Background: an optimization exercise with open tools, aiming at small area, a short achievable clock period and few clock cycles. Do not read the settings as production practice. At most, simulation tests tie the RTL to the original design; equivalence was not proved. Power and IR drop assume default switching activity.

==> flow/design.v <==
module lz77_dec (
    input  wire        clk,
    input  wire        rst,              
    input  wire        start,
    input  wire [15:0] npix,             
    output wire        busy,
    output wire        done,             
    output wire        err,              
    input  wire        in_valid,
    output wire        in_ready,
    input  wire [7:0]  in_byte,
    output wire        out_valid,
    input  wire        out_ready,
    output wire [23:0] out_pixel         
);
    localparam SW_N = 17;
    reg              busy_r;             
    reg              fin;                
    reg              err_r;
    reg              first;              
    reg [15:0]       prem;               
    reg [3:0]        rs;                 
    reg              t_v;                
    reg              t_copy;             
    reg [3:0]        t_val;              
    reg [3:0]        t_rem;              
    reg [2:0]        t_n;                
    reg              t_err;              
    reg              t_more;             
    reg [7:0]        q;                  
    reg              q_v;
    reg [4*SW_N-1:0] sw;                 
    reg [2:0]        ph3;                
    reg              ov;
    assign done      = busy_r && fin && !ov;
    assign busy      = busy_r && !done;
    assign err       = err_r;
    assign out_valid = ov;
    reg [11:0] pix;                      
    assign out_pixel = {pix[11:8], 4'h0, pix[7:4], 4'h0, pix[3:0], 4'h0};
    wire       t_last = (t_rem <= 4'd3);
    wire [1:0] n      = {t_n[2] | t_n[1], t_n[2] | t_n[0]};
    wire [4*18-1:0] ws = {sw[4*15 +: 4], sw};
    wire [4*10-1:0] s8 = t_val[3] ? ws[4*8 +: 40] : ws[0 +: 40];
    wire [4*6-1:0]  s4 = t_val[2] ? s8[4*4 +: 24] : s8[0 +: 24];
    wire [4*4-1:0]  s2 = t_val[1] ? s4[4*2 +: 16] : s4[0 +: 16];
    wire [4*3-1:0]  s1 = t_val[0] ? s2[4*1 +: 12] : s2[0 +: 12];
    wire [3:0] x0 = t_copy ? s1[0 +: 4] : t_val;
    wire [3:0] x1 = s1[4 +: 4];
    wire [3:0] x2 = s1[8 +: 4];
    wire out_ok = !ov || out_ready;      
    wire go     = busy_r && !fin && t_v && out_ok;
    wire dec    = busy_r && !fin && t_v && !t_err && out_ok;   
    wire t_free = !t_v || (go && (t_last || t_err));
    assign in_ready = busy_r && !fin && !q_v && (!t_v || t_more);
    wire take_in = in_valid && in_ready;
    wire take_cmd = start && !busy;
    wire [1:0] ph  = {ph3[2], ph3[1]};
    wire [2:0] tot = {1'b0, ph} + {1'b0, n};
    wire       pix_done = dec && (ph3[2] || (ph3[1] && !t_n[0]) || (ph3[0] && t_n[2]));
    wire [11:0] pix_n = ({12{ph3[0]}} & {x0, x1, x2})
                      | ({12{ph3[1]}} & {sw[4*16 +: 4], x0, x1})
                      | ({12{ph3[2]}} & {sw[4*15 +: 4], sw[4*16 +: 4], x0});
    wire [2:0] ph3_n = t_n[0] ? {ph3[1:0], ph3[2]}
                     : t_n[1] ? {ph3[0], ph3[2:1]} : ph3;
    wire [15:0] prem_c = {prem[15:3], 3'd0};
    reg  [3:0]  rs_sat;
    always @* begin
        rs_sat = 4'd15;
        if (prem_c == 16'd0 && prem[2:0] == 3'd5)
            rs_sat = 4'd15 - {1'b0, tot};
        else if (prem_c == 16'd0 && prem[2:0] == 3'd6 && tot[2])
            rs_sat = tot[0] ? 4'd13 : 4'd14;
    end
    wire [3:0]  rs_d = (rs == 4'd15) ? rs_sat : rs - {2'b00, n};
    reg  [3:0]  rs_s;                    
    always @* begin
        case (npix[2:0])
            3'd0:    rs_s = 4'd0;
            3'd1:    rs_s = 4'd3;
            3'd2:    rs_s = 4'd6;
            3'd3:    rs_s = 4'd9;
            3'd4:    rs_s = 4'd12;
            default: rs_s = 4'd15;
        endcase
        if (npix[15:3] != 13'd0)
            rs_s = 4'd15;
    end
    wire [7:0] nb = q_v ? q : in_byte;
    wire [3:0] k_oh    = t_v ? {t_n, 1'b0} : 4'b0001;   
    wire [4:0] rs5     = {1'b0, rs};
    wire [4:0] thr     = ({5{k_oh[0]}} & (rs5 - 5'd2)) | ({5{k_oh[1]}} & (rs5 - 5'd3))
                       | ({5{k_oh[2]}} & (rs5 - 5'd4)) | ({5{k_oh[3]}} & (rs5 - 5'd5));
    wire       thr_neg = thr[4];
    wire       first_a = first && !t_v;
    wire       nb_gt   = thr_neg || (!thr[3] && nb[6:4] > thr[2:0]);    
    wire       nb_lt   = !thr_neg && (thr[3] || nb[6:4] < thr[2:0]);    
    wire       lit_lt  = !thr_neg;                                      
    always @(posedge clk) begin
        if (pix_done)
            pix <= pix_n;
        if (dec) begin
            if (first)
                sw <= {SW_N{t_val}};
            else
                sw <= ({4*SW_N{t_n[0]}} & {x0, sw[4*SW_N-1:4]})
                    | ({4*SW_N{t_n[1]}} & {x1, x0, sw[4*SW_N-1:8]})
                    | ({4*SW_N{t_n[2]}} & {x2, x1, x0, sw[4*SW_N-1:12]});
        end
        if (take_in && !(t_free && !q_v))
            q <= in_byte;
        if (t_free) begin
            t_copy <= nb[7];
            t_val  <= nb[7] ? nb[3:0] : nb[6:3];
            t_rem  <= nb[7] ? {1'b0, nb[6:4]} + 4'd2 : 4'd1;
            t_n    <= !nb[7] ? 3'b001 : (nb[6:4] == 3'd0) ? 3'b010 : 3'b100;
            t_err  <= nb[7] && (first_a || nb_gt);
            t_more <= nb[7] ? (!first_a && nb_lt) : lit_lt;
        end else if (go) begin
            t_rem  <= t_rem - 4'd3;
            t_n    <= (t_rem == 4'd4) ? 3'b001 : (t_rem == 4'd5) ? 3'b010 : 3'b100;
        end
    end
    always @(posedge clk) begin
        if (rst) begin
            busy_r <= 1'b0;
            fin    <= 1'b0;
            err_r  <= 1'b0;
            first  <= 1'b0;
            prem   <= 16'd0;
            rs     <= 4'd0;
            t_v    <= 1'b0;
            q_v    <= 1'b0;
            ph3    <= 3'b001;
            ov     <= 1'b0;
        end else begin
            if (ov && out_ready)
                ov <= 1'b0;
            if (pix_done)
                ov <= 1'b1;
            if (take_cmd) begin
                busy_r <= 1'b1;
                fin    <= (npix == 16'd0);
                err_r  <= 1'b0;
                first  <= 1'b1;
                prem   <= npix;
                rs     <= rs_s;
                t_v    <= 1'b0;
                q_v    <= 1'b0;
                ph3    <= 3'b001;
            end else begin
                if (done)
                    busy_r <= 1'b0;
                if (go) begin
                    if (t_err) begin
                        err_r <= 1'b1;
                        fin   <= 1'b1;
                    end else begin
                        first <= 1'b0;
                        ph3   <= ph3_n;
                        if (pix_done)
                            prem <= prem - 16'd1;
                        rs    <= rs_d;
                        if (rs == {2'b00, n})
                            fin <= 1'b1;
                    end
                end
                if (t_free) begin
                    t_v <= q_v || take_in;
                    q_v <= 1'b0;
                end else if (take_in) begin
                    q_v <= 1'b1;
                end
            end
        end
    end
endmodule
export LEC_CHECK = 0
export CAP_MARGIN = 20
export CORE_MARGIN = 2
export CORE_UTILIZATION = 40
export CTS_BUF_LIST = sky130_fd_sc_hd__clkbuf_8
export CTS_CLUSTER_SIZE = 30
export SETUP_SLACK_MARGIN = 5
export SLEW_MARGIN = 20
create_clock -name core_clock -period 8.0 [get_ports {clk}]
standard.sh (not shown) runs the stock make flow with config.mk's settings and CLKGATE_MAP_FILE= SYNTH_SCRIPT=/design/flow/synth_recipe.tcl, a recipe that flattens the netlist after the stock synthesis.
==> flow/flow/run.sh <==
#!/bin/bash
# The standard layout, with plain buffers (buf_2) on the ports instead of
# the delay-cell buffers that buffer_ports picks by default. The whole
# make output goes to standard.log; ORFS keeps each step's log under orfs/logs.
set -euo pipefail
export BUFFER_PORTS_ARGS="-buffer_cell sky130_fd_sc_hd__buf_2"
bash standard.sh > standard.log 2>&1
Testbench counts at the start, summed over its fixed seeds: cycles 47,934.
Change:
--- a/flow/design.v
+++ b/flow/design.v
@@ -51,9 +51,10 @@
     wire out_ok = !ov || out_ready;      
     wire go     = busy_r && !fin && t_v && out_ok;
     wire dec    = busy_r && !fin && t_v && !t_err && out_ok;   
     wire t_free = !t_v || (go && (t_last || t_err));
-    assign in_ready = busy_r && !fin && !q_v && (!t_v || t_more);
+    reg  in_ready_r;                     
+    assign in_ready = in_ready_r;
     wire take_in = in_valid && in_ready;
     wire take_cmd = start && !busy;
     wire [1:0] ph  = {ph3[2], ph3[1]};
     wire [2:0] tot = {1'b0, ph} + {1'b0, n};
@@ -95,8 +96,14 @@
     wire       first_a = first && !t_v;
     wire       nb_gt   = thr_neg || (!thr[3] && nb[6:4] > thr[2:0]);    
     wire       nb_lt   = !thr_neg && (thr[3] || nb[6:4] < thr[2:0]);    
     wire       lit_lt  = !thr_neg;                                      
+    wire       t_more_ld = nb[7] ? (!first_a && nb_lt) : lit_lt;
+    wire act_n    = take_cmd ? (npix != 16'd0)
+                  : busy_r && !fin && !(go && (t_err || rs == {2'b00, n}));
+    wire q_v_n    = !take_cmd && !t_free && (q_v || take_in);
+    wire t_v_n    = !take_cmd && (t_free ? (q_v || take_in) : t_v);
+    wire t_more_n = t_free ? t_more_ld : t_more;
     always @(posedge clk) begin
         if (pix_done)
             pix <= pix_n;
         if (dec) begin
@@ -114,9 +121,9 @@
             t_val  <= nb[7] ? nb[3:0] : nb[6:3];
             t_rem  <= nb[7] ? {1'b0, nb[6:4]} + 4'd2 : 4'd1;
             t_n    <= !nb[7] ? 3'b001 : (nb[6:4] == 3'd0) ? 3'b010 : 3'b100;
             t_err  <= nb[7] && (first_a || nb_gt);
-            t_more <= nb[7] ? (!first_a && nb_lt) : lit_lt;
+            t_more <= t_more_ld;
         end else if (go) begin
             t_rem  <= t_rem - 4'd3;
             t_n    <= (t_rem == 4'd4) ? 3'b001 : (t_rem == 4'd5) ? 3'b010 : 3'b100;
         end
@@ -132,9 +139,11 @@
             t_v    <= 1'b0;
             q_v    <= 1'b0;
             ph3    <= 3'b001;
             ov     <= 1'b0;
+            in_ready_r <= 1'b0;
         end else begin
+            in_ready_r <= act_n && !q_v_n && (!t_v_n || t_more_n);
             if (ov && out_ready)
                 ov <= 1'b0;
             if (pix_done)
                 ov <= 1'b1;
After rerunning: The new run finished clean. Sequential cell count came out higher by 1. Design area came out higher by 2.0%. Total power came out higher by 1.9%. Routed wire length came out higher by 1.5%. Clock-buffer cell count does not change. Sequential share of layout area came out lower by 0.74 points. Area after synthesis stays flat. Worst hold slack gets worse by 0.013 ns. Cell count came out higher by 1.6%. Critical path depth came out higher by 4. Clock power came out higher by 4.7%.
For the second run of this note, only the layout was checked, not whether the RTL still works.

-- re-timing with driven ports --
In the flow no input, the clock included, has a driving cell. The finished layouts below were timed again as built, in two steps.
Step 1 (the two cells are an assumption about what drives the block):
set clk [get_ports {clk}]
set_driving_cell -lib_cell sky130_fd_sc_hd__clkbuf_16 $clk
set_driving_cell -lib_cell sky130_fd_sc_hd__buf_2 [delete_from_list [all_inputs] $clk]
Step 2 also shifts input and output timing later by t, the mid clock arrival at the registers, as if the neighbouring blocks saw the same clock.
Three values: ideal ports, drivers, drivers and shift; two values: the first two.
| run | t (ns) | setup slack, ns | worst register clock-pin slew, ns | cell pins on the clock port's net |
|---|---|---|---|---|
| the first run | 0.505 | 4.968 / 4.929 / 4.680 | 0.09 / 0.09 | 1 |
| the second run | 0.486 | 5.038 / 5.056 / 4.570 | 0.09 / 0.09 | 1 |
After both steps every run listed still meets setup and hold. The setup slack of the second run, which loses most, moves by +0.018 ns with the drivers and by -0.468 ns with both steps.
